This is an optimization exercise on Yosys and OpenROAD, whose aim is small area, a short achievable clock period and few clock cycles, not a production implementation.
In this exercise RTL edits were held to simulation tests only and were not proved equivalent to the original.
No activity file was given, so power comes from the tool's default toggle rates.

==> flow/design.v (excerpt) <==
module preamble_detector (
    input  wire        clk,
    input  wire        rst,
    input  wire        req_valid,
    input  wire        req_write,
    input  wire [12:0] req_addr,
    input  wire [31:0] req_wdata,
    input  wire [3:0]  req_be,
    output reg         resp_valid,
    output reg  [31:0] resp_rdata,
    output reg         resp_err
);
    localparam integer CAP_BITS_MAX = 1024;
    localparam [23:0]  PREAMBLE     = 24'hAAA598;
    localparam [3:0] R_NONE     = 4'd0;
    localparam [3:0] R_NOTFOUND = 4'd1;
    localparam [3:0] R_SHORT    = 4'd2;
    localparam [3:0] R_MISMATCH = 4'd3;
    localparam [3:0] R_ILLEGAL  = 4'd4;
    localparam [3:0] R_PRECOND  = 4'd5;
    localparam [2:0] C_DECODE   = 3'd1;
    localparam [2:0] C_LOCATE   = 3'd2;
    localparam [2:0] C_EXTRACT  = 3'd3;
    localparam [2:0] C_VALIDATE = 3'd4;
    localparam [2:0] C_FIELDS   = 3'd5;
    localparam [2:0] C_CLEAR    = 3'd6;
    localparam [2:0] C_ILLEGAL  = 3'd7;
    localparam [1:0] S_IDLE  = 2'd0;
    localparam [1:0] S_START = 2'd1;
    localparam [1:0] S_SCAN  = 2'd2;
    localparam [1:0] S_EXT   = 2'd3;
    reg [31:0] cap_mem [0:31];    
    reg        ctrl_inv;
    reg [10:0] cap_len;
    reg [15:0] start_off;
    reg [9:0]  mk;                
    reg        st_done;
    reg [3:0]  st_reason;
    reg        st_found, st_extracted, st_valid, st_reading;
    reg        st_err_busy;
    reg [287:0] fb;               
    reg         fb_zero;          
    reg         fb_agree;         
    reg [31:0] skip;              
    reg [1:0]  state;
    reg [2:0]  eng_cmd;
    reg [4:0]  ra;                
    reg [1:0]  fill;              
    reg [4:0]  wi;                
    reg        forced;            
    reg        pre_bad;           
    reg [4:0]  cw;                
    reg [4:0]  preg;              
    reg [3:0]  ecnt;              
    reg        agree_acc;
    reg [4:0]  lw_r, lp_r;        
    reg        l2ok_r;            
    reg [4:0]  l2w_r, l2p_r;      
    reg [31:0] rw, b1;            
    reg [4:0]  rw_idx;            
    reg        rw_w;              
    reg        pair_ok;           
    wire st_busy = (state != S_IDLE);
  ...
Size: about 5,900 cells after synthesis, ~1,600 flip-flops, ~87 I/O pins, about 74,000 sq um of cells after synthesis.
clock: 10.0 ns
lec_check: 0
cap_margin: 20
core_margin: 2
core_utilization: 55
cts_cluster_diameter: 60
cts_cluster_size: 24
setup_slack_margin: 5
slew_margin: 20
run.sh (not shown) runs the stock make flow with config.mk's settings and CLKGATE_MAP_FILE= SYNTH_SCRIPT=/design/flow/synth_recipe.tcl, a recipe that flattens the netlist after the stock synthesis.
Testbench counts at the start, summed over its fixed seeds: cycles 13,970.
==> next run, changes <==
--- a/flow/design.v
+++ b/flow/design.v
@@ -82,41 +82,39 @@
     reg  [31:0] skip_nx;
     always @* begin
         skip_nx = skip;
         if (pair_ok)
             skip_nx[rw_prev] = !has_any;
         if (cap_store) begin
             skip_nx[req_addr[6:2]]        = 1'b0;
             skip_nx[req_addr[6:2] - 5'd1] = 1'b0;
         end
     end
-    wire       c_change = cap_store || pair_ok ||
-                          (idle_wr && a_start && req_wdata[9:5] != start_off[9:5]);
+    wire [4:0] sw_nx = (idle_wr && a_start) ? req_wdata[9:5] : start_off[9:5];
     reg [31:0] cand;
-    reg [4:0]  c_comb;
+    reg [4:0]  c_nx;
     reg        c_seen;
     reg [4:0]  c_r;               
-    reg        c_fresh;
     integer ci;
     always @* begin
         for (ci = 0; ci < 32; ci = ci + 1)
-            cand[ci] = (ci >= start_off[9:5]) && (ci == 31 || !skip[ci]);
+            cand[ci] = (ci >= sw_nx) && (ci == 31 || !skip_nx[ci]);
         c_seen = 1'b0;
-        c_comb = 5'd0;
+        c_nx   = 5'd0;
         for (ci = 0; ci < 32; ci = ci + 1) begin
             if (cand[ci] && !c_seen)
-                c_comb = ci;
+                c_nx = ci;
             c_seen = c_seen || cand[ci];
         end
     end
-    wire        idle_ready  = c_fresh && (fill == 2'd2) && (c_r == cw);
-    wire        idle_second = c_fresh && (fill == 2'd1) && (c_r == cw);
+    wire        idle_ready  = (fill == 2'd2) && (c_r == cw);
+    wire        idle_second = (fill == 2'd1) && (c_r == cw);
     wire [4:0]  idle_addr   = idle_second ? c_r + 5'd1 : c_r;
     wire        go        = !(req_valid && in_cap);
     reg  [31:0] port_sel;
     reg  [31:0] port_word;
     integer pw;
     always @* begin
         for (pw = 0; pw < 32; pw = pw + 1)
             port_sel[pw] = go ? (st_busy ? (ra == pw) : (idle_addr == pw))
                               : (req_addr[6:2] == pw);
         port_word = 32'd0;
@@ -266,29 +264,27 @@
         end
         if (go && state == S_EXT)
             fb <= {fb[255:0], fword};
     end
     always @(posedge clk) begin
         if (rst) begin
             skip    <= 32'd0;
             rw_w    <= 1'b0;
             pair_ok <= 1'b0;
             c_r     <= 5'd0;
-            c_fresh <= 1'b1;
         end else begin
             rw_w    <= cap_store;
             pair_ok <= cap_store && rw_w && (req_addr[6:2] == rw_idx + 5'd1);
             if (cap_store)
                 rw_idx <= req_addr[6:2];
             skip    <= skip_nx;
-            c_r     <= c_comb;
-            c_fresh <= !c_change;
+            c_r     <= c_nx;
         end
     end
     wire [10:0] lim24  = cap_len - 11'd24;                  
     wire [11:0] lim288 = {1'b0, cap_len} - 12'd288;         
     task finish;
         input [3:0] code;
         begin
             st_done   <= 1'b1;
             st_reason <= code;
             state     <= S_IDLE;
@@ -331,34 +327,30 @@
                     st_extracted <= 1'b0;
                     st_valid     <= 1'b0;
                     st_reading   <= 1'b0;
                     forced       <= 1'b0;
                     state        <= S_SCAN;
                 end else
                     state        <= S_START;
             end
             case (state)
                 S_IDLE: begin
-                    wi      <= c_comb;
+                    wi      <= c_r;
                     lw_r    <= lim24[9:5];
                     lp_r    <= lim24[4:0];
                     l2ok_r  <= !lim288[11];
                     l2w_r   <= lim288[9:5];
                     l2p_r   <= lim288[4:0];
                     pre_bad <= cap_len < 11'd24 || start_off > {5'd0, lim24} ||
-                               c_comb > lim24[9:5];
+                               c_r > lim24[9:5];
                     if (cap_store)
                         fill <= 2'd0;
-                    else if (!c_fresh) begin
-                        fill <= 2'd0;
-                        ra   <= c_comb;
-                    end
                     else if (go && !idle_ready) begin
                         if (idle_second) begin
                             fill <= 2'd2;
                             ra   <= c_r + 5'd2;
                         end else begin
                             fill <= 2'd1;
                             cw   <= c_r;
                             ra   <= c_r + 5'd1;
                         end
                     end
Result:
- flip-flop and latch count is lower by 1
- clock skew goes up by 7.0 ps
- wire length came out lower by 2.5%
- power rises by 0.84%
- die area is about the same
- global-route usage falls by 0.71 points
- non-clock buffer count went up by 81
- synthesized area is about the same
- register-to-register slack is about the same
- clock-buffer cell count falls by 1
- setup slack gains 48 ps
- critical path depth climbs by 2
Testbench counts after the change, summed over its fixed seeds: cycles 13,784.

[separate check: timing with driven ports]
No port has a modelled driver above. Below, the same layouts with a new extraction and two added sets of constraints.
Step 1 (the two cells are an assumption about what drives the block):
set clk [get_ports {clk}]
set_driving_cell -lib_cell sky130_fd_sc_hd__clkbuf_16 $clk
set_driving_cell -lib_cell sky130_fd_sc_hd__buf_2 [delete_from_list [all_inputs] $clk]
Step 2 moves the port delays by t, midway between the first and last clock arrival at a register: inputs arrive t later, outputs are due t later. That takes back most of the time a late clock gives input paths.
Three values: ideal ports, drivers, drivers and shift; two values: the first two.
| run | t, ns | setup WS [ns] | worst setup path after step 2 | latest minus earliest clock arrival (ns) |
|---|---|---|---|---|
| the first run | 0.823 | 4.856 / 4.918 / 4.095 | input to register | 0.080 / 0.080 |
| the second run | 0.849 | 4.904 / 4.943 / 4.112 | input to register | 0.087 / 0.086 |
After both steps every run listed still meets setup and hold. For the second run, which loses most, drivers alone change the setup slack by +0.039 ns; drivers and shift together by -0.792 ns.
